From an optimization exercise on the open Yosys and OpenROAD flow, aimed at small area, a short achievable clock period and few clock cycles; shortcuts taken in it are not production practice.
In this exercise RTL edits were held to simulation tests only and were not proved equivalent to the original.
Power is estimated from default activity; no workload was simulated.

job 101:
Design fbseq, start of the top module:
module fbseq (
  input  wire        clk,
  input  wire        rst,           
  input  wire        cmd_valid,
  input  wire [31:0] cmd_data,
  output reg         cmd_ready,
  output reg         rsp_valid,
  output reg  [31:0] rsp_data,
  input  wire        rsp_ready,
  output reg         bus_valid,
  output reg  [7:0]  bus_data,
  input  wire        bus_ready,
  output reg         cs_n,
  output reg         dc,
  output reg         panel_rst_n,
  input  wire        busy,
  output reg         dly_req,
  output reg  [9:0]  dly_ms,
  input  wire        dly_done
);
Size in the first run: about 7600 cells after synthesis, roughly 2300 flip-flops, roughly 96 I/O pins, roughly 98000 sq um of cells after synthesis.
==> flow/config.mk <==
export PLATFORM = sky130hd
export DESIGN_NAME = fbseq
export DESIGN_NICKNAME = fbseq
export VERILOG_FILES = /design/flow/design.v
export SDC_FILE = /design/flow/constraint.sdc
export NUM_CORES = 4
export LEC_CHECK = 0
export ABC_CLOCK_PERIOD_IN_PS = 3500
export CAP_MARGIN = 30
export CORE_MARGIN = 2
export CORE_UTILIZATION = 55
export CTS_CLUSTER_DIAMETER = 100
export CTS_CLUSTER_SIZE = 25
export PLACE_DENSITY = 0.65
export SLEW_MARGIN = 50
==> flow/constraint.sdc <==
create_clock -name core_clock -period 10.0 [get_ports {clk}]
set_input_delay 2.0000 -clock core_clock [delete_from_list [all_inputs] [get_ports {clk}]]
set_output_delay 2.0000 -clock core_clock [all_outputs]
set_load 0.01 [all_outputs]
standard.sh (not shown) runs the stock make flow with config.mk's settings and CLKGATE_MAP_FILE= SYNTH_SCRIPT=/design/flow/synth_recipe.tcl, a recipe that flattens the netlist after the stock synthesis.
==> flow/flow/run.sh <==
#!/bin/bash
set -euo pipefail
export SETUP_SLACK_MARGIN=6.8
bash standard.sh 2>&1 | tee standard.log
Testbench counts of job 101, summed over its fixed seeds: cycles 22,756.
Input-level comparison between job 102 and job 101:
-- flow/design.v --
<<< job 101, line 151
  reg [15:0] hsel;       
  reg [7:0]  lsel;       
  reg [7:0]  nb;         
  reg        lastb;      
>>> job 102, line 151
  reg [15:0] hsel;       
  reg [7:0]  lsel;       
  reg        rplane;     
  reg [31:0] rq;         
  reg [7:0]  nb;         
  reg        lastb;      
<<< job 101, line 473
  reg [7:0] p_grp [0:15];
  reg [7:0] a_grp [0:15];
  reg [7:0] p_rd, a_rd;
  integer gh, gl;
  always @* begin
>>> job 102, line 475
  reg [7:0] p_grp [0:15];
  reg [7:0] a_grp [0:15];
  reg [31:0] rq_d;
  integer gh, gl;
  always @* begin
<<< job 101, line 484
      end
    end
    p_rd = 8'h00;
    a_rd = 8'h00;
    for (gh = 0; gh < 16; gh = gh + 1) begin
      p_rd = p_rd | ({8{hsel[gh]}} & p_grp[gh]);
      a_rd = a_rd | ({8{hsel[gh]}} & a_grp[gh]);
    end
  end
  reg [7:0] data_q;
  always @* begin
>>> job 102, line 486
      end
    end
    for (gh = 0; gh < 4; gh = gh + 1) begin
      rq_d[gh * 8 +: 8] = 8'h00;
      for (gl = 0; gl < 4; gl = gl + 1)
        rq_d[gh * 8 +: 8] = rq_d[gh * 8 +: 8] |
          ({8{hsel[gh * 4 + gl]}} & (rplane ? a_grp[gh * 4 + gl] : p_grp[gh * 4 + gl]));
    end
  end
  wire [7:0] rq_byte = rq[7:0] | rq[15:8] | rq[23:16] | rq[31:24];
  wire ptx = (rs == R_TX) && (spc == 5'd19 || spc == 5'd23);
  reg [7:0] data_q;
  always @* begin
<<< job 101, line 511
      5'd15: data_q = lut_q;
      5'd16: data_q = border_b;
      5'd19: data_q = p_rd;
      5'd23: data_q = a_rd;
      5'd25: data_q = 8'hC7;
      default: data_q = 8'h00;
>>> job 102, line 515
      5'd15: data_q = lut_q;
      5'd16: data_q = border_b;
      5'd25: data_q = 8'hC7;
      default: data_q = 8'h00;
<<< job 101, line 550
      bi          <= 7'd0;
      lastb       <= 1'b0;
      e_cnt       <= 2'd0;
      s2_v        <= 1'b0;
>>> job 102, line 552
      bi          <= 7'd0;
      lastb       <= 1'b0;
      hsel        <= 16'd1;
      lsel        <= 8'd2;
      rplane      <= 1'b0;
      e_cnt       <= 2'd0;
      s2_v        <= 1'b0;
<<< job 101, line 620
            end else begin
              panel_rst_n <= 1'b0;
              dly_req     <= 1'b1;
              dly_ms      <= 10'd500;
>>> job 102, line 625
            end else begin
              panel_rst_n <= 1'b0;
              rplane      <= 1'b0;
              dly_req     <= 1'b1;
              dly_ms      <= 10'd500;
<<< job 101, line 764
      s2_pat <= l_pat;
      if (m_fault) fault[F_ADDR] <= 1'b1;
      d_next = 1'b0;
      case (rs)
>>> job 102, line 770
      s2_pat <= l_pat;
      if (m_fault) fault[F_ADDR] <= 1'b1;
      if (!ptx) rq <= rq_d;
      d_next = 1'b0;
      case (rs)
<<< job 101, line 778
            cs_n      <= 1'b1;
            bus_valid <= 1'b0;
            if (spc == 5'd23) fe_n = F_IDLE;
            if (n_kind == K_DLY)      d_next = 1'b1;
>>> job 102, line 785
            cs_n      <= 1'b1;
            bus_valid <= 1'b0;
            hsel      <= 16'd1;
            lsel      <= 8'd2;
            if (spc == 5'd19) rplane <= 1'b1;
            if (spc == 5'd23) fe_n = F_IDLE;
            if (n_kind == K_DLY)      d_next = 1'b1;
<<< job 101, line 784
          end else begin
            bus_data <= nb;
            nb       <= data_q;
            dc       <= 1'b1;
            bi       <= bi + 7'd1;
            lsel     <= {lsel[6:0], lsel[7]};
            if (lsel[7]) hsel <= {hsel[14:0], 1'b0};
            lastb    <= (bi == t_last1);
          end
>>> job 102, line 794
          end else begin
            bus_data <= nb;
            nb       <= ptx ? rq_byte : data_q;
            dc       <= 1'b1;
            bi       <= bi + 7'd1;
            if (ptx) begin
              rq   <= rq_d;
              lsel <= {lsel[6:0], lsel[7]};
              if (lsel[7]) hsel <= {hsel[14:0], 1'b0};
            end
            lastb    <= (bi == t_last1);
          end
<<< job 101, line 816
          nb        <= n_d0;
          bi        <= 7'd1;
          hsel      <= 16'd1;
          lsel      <= 8'd2;
          lastb     <= (n_s == 5'd2) || (n_s == 5'd26);
          spc       <= (n_kind == K_SYNC) ? n_s + 5'd1 : n_s;
>>> job 102, line 829
          nb        <= n_d0;
          bi        <= 7'd1;
          if (n_s == 5'd19 || n_s == 5'd23) begin
            hsel    <= 16'd1;
            lsel    <= 8'd4;
          end
          lastb     <= (n_s == 5'd2) || (n_s == 5'd26);
          spc       <= (n_kind == K_SYNC) ? n_s + 5'd1 : n_s;
==> comparison <==
Clock latency on the worst-skew pair of job 102 is on par with job 101.
The count of boundary I/O pins was comparable across job 101 and job 102.
Sequential fraction of design power for job 102: 2.1 points up relative to job 101
Job 102 — arrival time at the worst endpoint 50 ps lower, job 101 as reference
[compare] base=job 101 new=job 102: cell count +52; clock period minus final worst setup slack lower.
Testbench counts of job 102, summed over its fixed seeds: cycles 22,756.

[port drivers added, routing unchanged]
How much do the figures lean on ideal ports? The routed layouts below were timed once more, with nothing changed but the port constraints.
Step 1: set_driving_cell puts a clkbuf_16 on clk and a buf_2 on each other input, an assumption about the parent block.
Step 2 adds t to the input delays and takes it off the output delays; t is the mean of the earliest and latest rising clock arrival at the registers after step 1. Input paths then give back, and output paths get back, about the clock's delay inside the block.
Three values: ideal, step 1, step 2; two values: the first two.
| run | t (ns) | setup WS [ns] | worst setup path at the end | clock arrival spread, ns |
|---|---|---|---|---|
| job 101 | 0.887 | 6.690 / 6.598 / 5.989 | input to register | 0.060 / 0.061 |
| job 102 | 0.881 | 6.739 / 6.655 / 5.953 | input to register | 0.066 / 0.066 |
After both steps setup and hold are still met in every run listed. For job 102, which loses most, drivers alone change the setup slack by -0.084 ns; drivers and shift together by -0.786 ns.
